What follows belongs to an exercise in optimizing a design on an open flow for small area; a production flow would make more cautious choices. In this exercise RTL edits were held to simulation tests only and were not proved equivalent to the original. Power is estimated from default activity; no workload was simulated.

==> flow/design.v (excerpt) <==
module sdep_engine (
    input  wire        clk,
    input  wire        rst,
    input  wire        op_valid,
    output wire        op_ready,
    input  wire [2:0]  op_code,
    input  wire [15:0] op_cmd,
    input  wire [15:0] op_len,
    input  wire        txd_valid,
    output wire        txd_ready,
    input  wire [7:0]  txd_data,
    output wire        bus_valid,
    output reg  [2:0]  bus_op,
    output reg  [7:0]  bus_tx,
    input  wire        bus_ready,
    input  wire [7:0]  bus_rx,
    input  wire        bus_err,
    output wire        rxd_valid,
    output wire [7:0]  rxd_data,
    output wire        res_valid,
    output wire [2:0]  res_kind,
    output wire [1:0]  res_code,
    output wire [3:0]  res_cause,
    output wire [2:0]  res_inner,
    output wire        res_status,
    output wire [15:0] res_id,
    output wire [15:0] res_count,
    output wire        exch_open
);
clock: 10.0 ns
lec_check: 0
cap_margin: 20
core_margin: 2
core_utilization: 40
slew_margin: 20
standard.sh (not shown) runs the stock make flow with config.mk's settings and CLKGATE_MAP_FILE= SYNTH_SCRIPT=/design/flow/synth_recipe.tcl, a recipe that flattens the netlist after the stock synthesis.
==> flow/flow/run.sh <==
#!/bin/bash
# Layout flow: the standard ORFS flow (standard.sh) with these changes in
# how the layout is made:
#  - synthesis is synth_recipe.tcl unchanged except for the ABC script of the
#    combinational mapping (area-oriented &deepsyn + &nf, see my_synth.tcl);
#    it is run with several ABC seeds and two mapping variants, and the
#    smallest netlist is kept.
#    Registers are mapped before ABC, so they are the standard synthesis's;
#  - port buffers use the smallest buffer cell (buf_1);
#  - the clock tree uses clkbuf_8 and no dummy loads.
# Each tool's output goes to a log file in this work folder.
set -euo pipefail
W=$(pwd)
NSEEDS=32
PAR=${NUM_CORES:-4}
export FLOW_SYNTH_TCL="$W/synth_recipe.tcl"
export BUFFER_PORTS_ARGS="-buffer_cell sky130_fd_sc_hd__buf_1"
export CTS_ARGS="-sink_clustering_enable -repair_clock_nets -buf_list sky130_fd_sc_hd__clkbuf_8 -root_buf sky130_fd_sc_hd__clkbuf_8 -dont_use_dummy_load"

sed "s|SYNTH_SCRIPT=[^ ]*|SYNTH_SCRIPT=$W/flow/my_synth.tcl|" standard.sh > "$W/flow/standard_mine.sh"
grep -q "SYNTH_SCRIPT=$W/flow/my_synth.tcl" "$W/flow/standard_mine.sh"

# candidate syntheses, one per ABC seed, each in its own ORFS work folder
mkdir -p "$W/syn"
run_seed() {
  # candidates 0..NSEEDS-1: &deepsyn seed (candidate mod 16), mapped after
  # dch (first 16) or after &dch (next 16)
  local sd=$1 d="$W/syn/s$1" map
  if (( sd < 16 )); then map='&put\ndch -f\n&get -n\n'; else map='&dch -f\n'; fi
  printf "strash\n&get -n\n&deepsyn -J 100 -S %s\n${map}&nf -R 1000\n&put\ntopo\n" "$((sd % 16))" > "$W/syn/s$sd.abc"
  sed "s|WORK_HOME=[^ ]*|WORK_HOME=$d|" "$W/flow/standard_mine.sh" > "$W/syn/s$sd.sh"
  MY_ABC_SCRIPT="$W/syn/s$sd.abc" bash "$W/syn/s$sd.sh" synth > "$W/syn/s$sd.log" 2>&1 || true
}
for ((sd = 0; sd < NSEEDS; sd++)); do
  run_seed $sd &
  if (( (sd + 1) % PAR == 0 )); then wait; fi
done
wait

# keep the smallest (cell area without the buffers that placement removes)
best=""; best_area=""
for ((sd = 0; sd < NSEEDS; sd++)); do
  f="$W/syn/s$sd/reports/sky130hd/sdep_engine/base/synth_stat.txt"
  [[ -f "$W/syn/s$sd/results/sky130hd/sdep_engine/base/1_synth.odb" && -f "$f" ]] || continue
  a=$(awk '/sky130_fd_sc_hd__/ { if ($3 !~ /__(buf|clkbuf)_/) s += $2 } END { printf "%.3f", s }' "$f")
  echo "seed $sd: $a" >> "$W/syn/areas.log"
  if [[ -z "$best" ]] || awk -v a="$a" -v b="$best_area" 'BEGIN { exit !(a < b) }'; then
    best=$sd; best_area=$a
  fi
done
[[ -n "$best" ]]
echo "best seed $best: $best_area" >> "$W/syn/areas.log"
mkdir -p "$W/orfs"
cp -a "$W/syn/s$best/." "$W/orfs/"

bash "$W/flow/standard_mine.sh" > "$W/flow_run.log" 2>&1
Other scripts of this flow, unchanged in this note and not shown: flow/flow/my_synth.tcl
Edit:
--- a/flow/design.v
+++ b/flow/design.v
@@ -31,25 +31,26 @@
                      S_SEL    = 4'd1,
                      S_XCHG   = 4'd2,
                      S_BUNSEL = 4'd3,
                      S_WAIT   = 4'd4,
                      S_WHDR   = 4'd5,
                      S_FETCH  = 4'd6,
                      S_WPAY   = 4'd7,
                      S_UNSEL  = 4'd8,
                      S_PIN    = 4'd9,
                      S_RDLV   = 4'd10,
                      S_RHDR   = 4'd11,
                      S_RPAY   = 4'd12,
-                     S_DONE   = 4'd13;
+                     S_DONE   = 4'd13,
+                     S_RWAIT  = 4'd14;
     localparam [6:0] F_TXPROBE = {4'd1, 3'd0},
                      F_READY   = {4'd2, 3'd0},
                      F_RXPROBE = {4'd3, 3'd0},
                      F_SENT    = {4'd4, 3'd0},    
                      F_BSEL    = {4'd5, 3'd1},
                      F_BUNSEL  = {4'd5, 3'd2},
                      F_BXCHG   = {4'd5, 3'd3},
                      F_BWR     = {4'd5, 3'd4},
                      F_BRD     = {4'd5, 3'd5},
                      F_BAD     = {4'd9, 3'd0},
                      F_OVERLAP = {4'd10, 3'd0};
     localparam [6:0] TRIES = 7'd100;
@@ -132,28 +133,29 @@
         end else case (st)
             S_IDLE: begin
                 k_ld = 1'b1;
                 if (op_valid) begin
                     if (op_code == 3'd0 || op_code[2:1] == 2'b11) k_val = F_BAD;
                     else if (op_code[0] && op_code != 3'd1 && exch_r) k_val = F_OVERLAP;
                 end
             end
             S_XCHG:   if (hs) begin
                           k_ld  = (bus_rx < 8'hFE);
                           k_val = 7'd3;
                       end
-            S_WAIT:   if (w_end) begin
+            S_WAIT, S_RWAIT:
+                      if (b[4:0] == 5'd0) begin
                           k_ld  = k1;
                           k_dec = 1'b1;
-                          k_val = {2'b00, b[7] | m_rx, ~b[7], 3'd0};
+                          k_val = (st == S_RWAIT) ? F_READY : {2'b00, m_rx, 1'b1, 3'd0};
                       end
             S_WHDR:   if (hs) begin
                           k_ld  = k1;
                           k_dec = 1'b1;
                           k_val = {2'b00, flen};
                       end
             S_WPAY:   if (hs) k_dec = !k1;
             S_UNSEL:  if (hs && !k[3]) begin
                           k_ld = m_rx ? (m_ses && cmd[15] && !k[5])
                                       : ((m_ses && !last) || m_exch);
                       end
             S_PIN:    if (hs && bus_rx[0]) k_ld = 1'b1;
@@ -163,36 +165,34 @@
                           k_val = id_ok ? bus_rx[6:0] : F_SENT;
                       end
             S_RDLV:   k_dec = !k1;
             default:  ;
         endcase
     end
     always @(posedge clk)
         if (k_ld) k <= k_val;
         else      k <= k - {6'd0, k_dec};
     wire b_tx  = (st == S_FETCH) && txd_valid;
     wire b_rx  = hs && ((st == S_RPAY) || ((st == S_RHDR) && k[1] && k[0]));
     wire b_w   = hs && (((st == S_BUNSEL) && !bus_err) || ((st == S_PIN) && !bus_rx[0]));
-    localparam [4:0] W_END = 5'b10011;
-    wire w_end = (b[4:0] == W_END);
-    wire b_dec = (st == S_WAIT) && !w_end;
+    wire b_dec = ((st == S_WAIT) || (st == S_RWAIT)) && (b[4:0] != 5'd0);
     always @(posedge clk) begin
         if (b_tx)
             b <= txd_data;
         else if (b_rx)
             b <= bus_rx;
         else if (b_w)
-            b <= {st == S_PIN, bus_rx[6:5], 4'b1011, st == S_PIN};
-        else if (b_dec)
-            b[4:0] <= {b[3:0], b[4] ^ b[2]};
+            b[4:0] <= {st == S_PIN, 4'b0011};
+        else
+            b[4:0] <= b[4:0] - {4'd0, b_dec};
     end
     always @(posedge clk) begin
         if (rst) begin
             st     <= S_IDLE;
             exch_r <= 1'b0;
         end else begin
             if (st == S_DONE)
                 exch_r <= exch_open;
             case (st)
                 S_IDLE: begin
                     cmd    <= op_cmd;
                     m_rx   <= ~op_code[0];
@@ -226,30 +226,34 @@
                     else if (bus_rx < 8'hFE)
                         st <= m_rx ? S_RHDR : S_WHDR;
                     else
                         st <= S_BUNSEL;
                 end
                 S_BUNSEL: if (hs) begin
                     if (bus_err)
                         st <= S_DONE;
                     else
                         st <= S_WAIT;
                 end
                 S_WAIT: begin
-                    if (!w_end)
+                    if (b[4:0] != 5'd0)
                         ;
-                    else if (k1)
-                        st <= S_DONE;
                     else
-                        st <= b[7] ? S_PIN : S_SEL;
+                        st <= k1 ? S_DONE : S_SEL;
+                end
+                S_RWAIT: begin
+                    if (b[4:0] != 5'd0)
+                        ;
+                    else
+                        st <= k1 ? S_DONE : S_PIN;
                 end
                 S_WHDR: if (hs) begin
                     if (bus_err)
                         st <= S_UNSEL;
                     else if (k1)
                         st <= last ? S_UNSEL : S_FETCH;
                 end
                 S_FETCH: if (txd_valid)
                     st <= S_WPAY;
                 S_WPAY: if (hs) begin
                     if (bus_err || k1)
                         st <= S_UNSEL;
@@ -267,25 +271,25 @@
                             st   <= S_PIN;
                         end else
                             st <= S_DONE;
                     end else if (m_ses && cmd[15] && !k[5])
                         st <= S_PIN;
                     else
                         st <= S_DONE;
                 end
                 S_PIN: if (hs) begin
                     if (bus_rx[0])
                         st <= S_SEL;
                     else
-                        st <= S_WAIT;
+                        st <= S_RWAIT;
                 end
                 S_RHDR: if (hs) begin
                     if (bus_err)
                         st <= S_UNSEL;
                     else begin
                         if (!k[0] || id_ok)
                             cmd[15:8] <= bus_rx;
                         if (k1)
                             st <= (!id_ok || bus_rx[6:0] == 7'd0) ? S_UNSEL : S_RPAY;
                     end
                 end
                 S_RPAY: if (hs) begin
Non-clock buffer count decreases by 1.
Die area decreases by 1.0%.
Critical path depth increases by 5.
Synthesized area decreases by 1.1%.
Final area decreases by 0.92%.
Worst hold slack loses 0.0053 ns.
Clock-buffer cell count stays the same.
Power increases by 11%.
Clock skew increases by 0.011 ns.
Via count increases by about 2.3%.
Cell count increases by 1.9%.
Routed wire length increases by about 5%.

==> re-timing with driven ports <==
How much do the figures lean on ideal ports? The routed layouts below were timed once more, with nothing changed but the port constraints.
Step 1 assumes that a clkbuf_16 drives the clock port and a buf_2 every other input.
Step 2, shift: input delay + t, output delay - t, t = (earliest + latest rising clock arrival at the registers) / 2. This alone moves slack from input paths to output paths.
a / b / c = ideal / step 1 / step 2; a / b = the first two.
run	t (ns)	slack for setup (ns)	worst setup path at the end	worst data-port slew with drivers (ns)	pins driven straight from the clock port
the first run	0.328	4.967 / 4.933 / 5.261	register to output	0.04	1
the second run	0.343	4.191 / 4.152 / 4.494	register to output	0.05	1
After both steps every run listed still meets setup and hold.
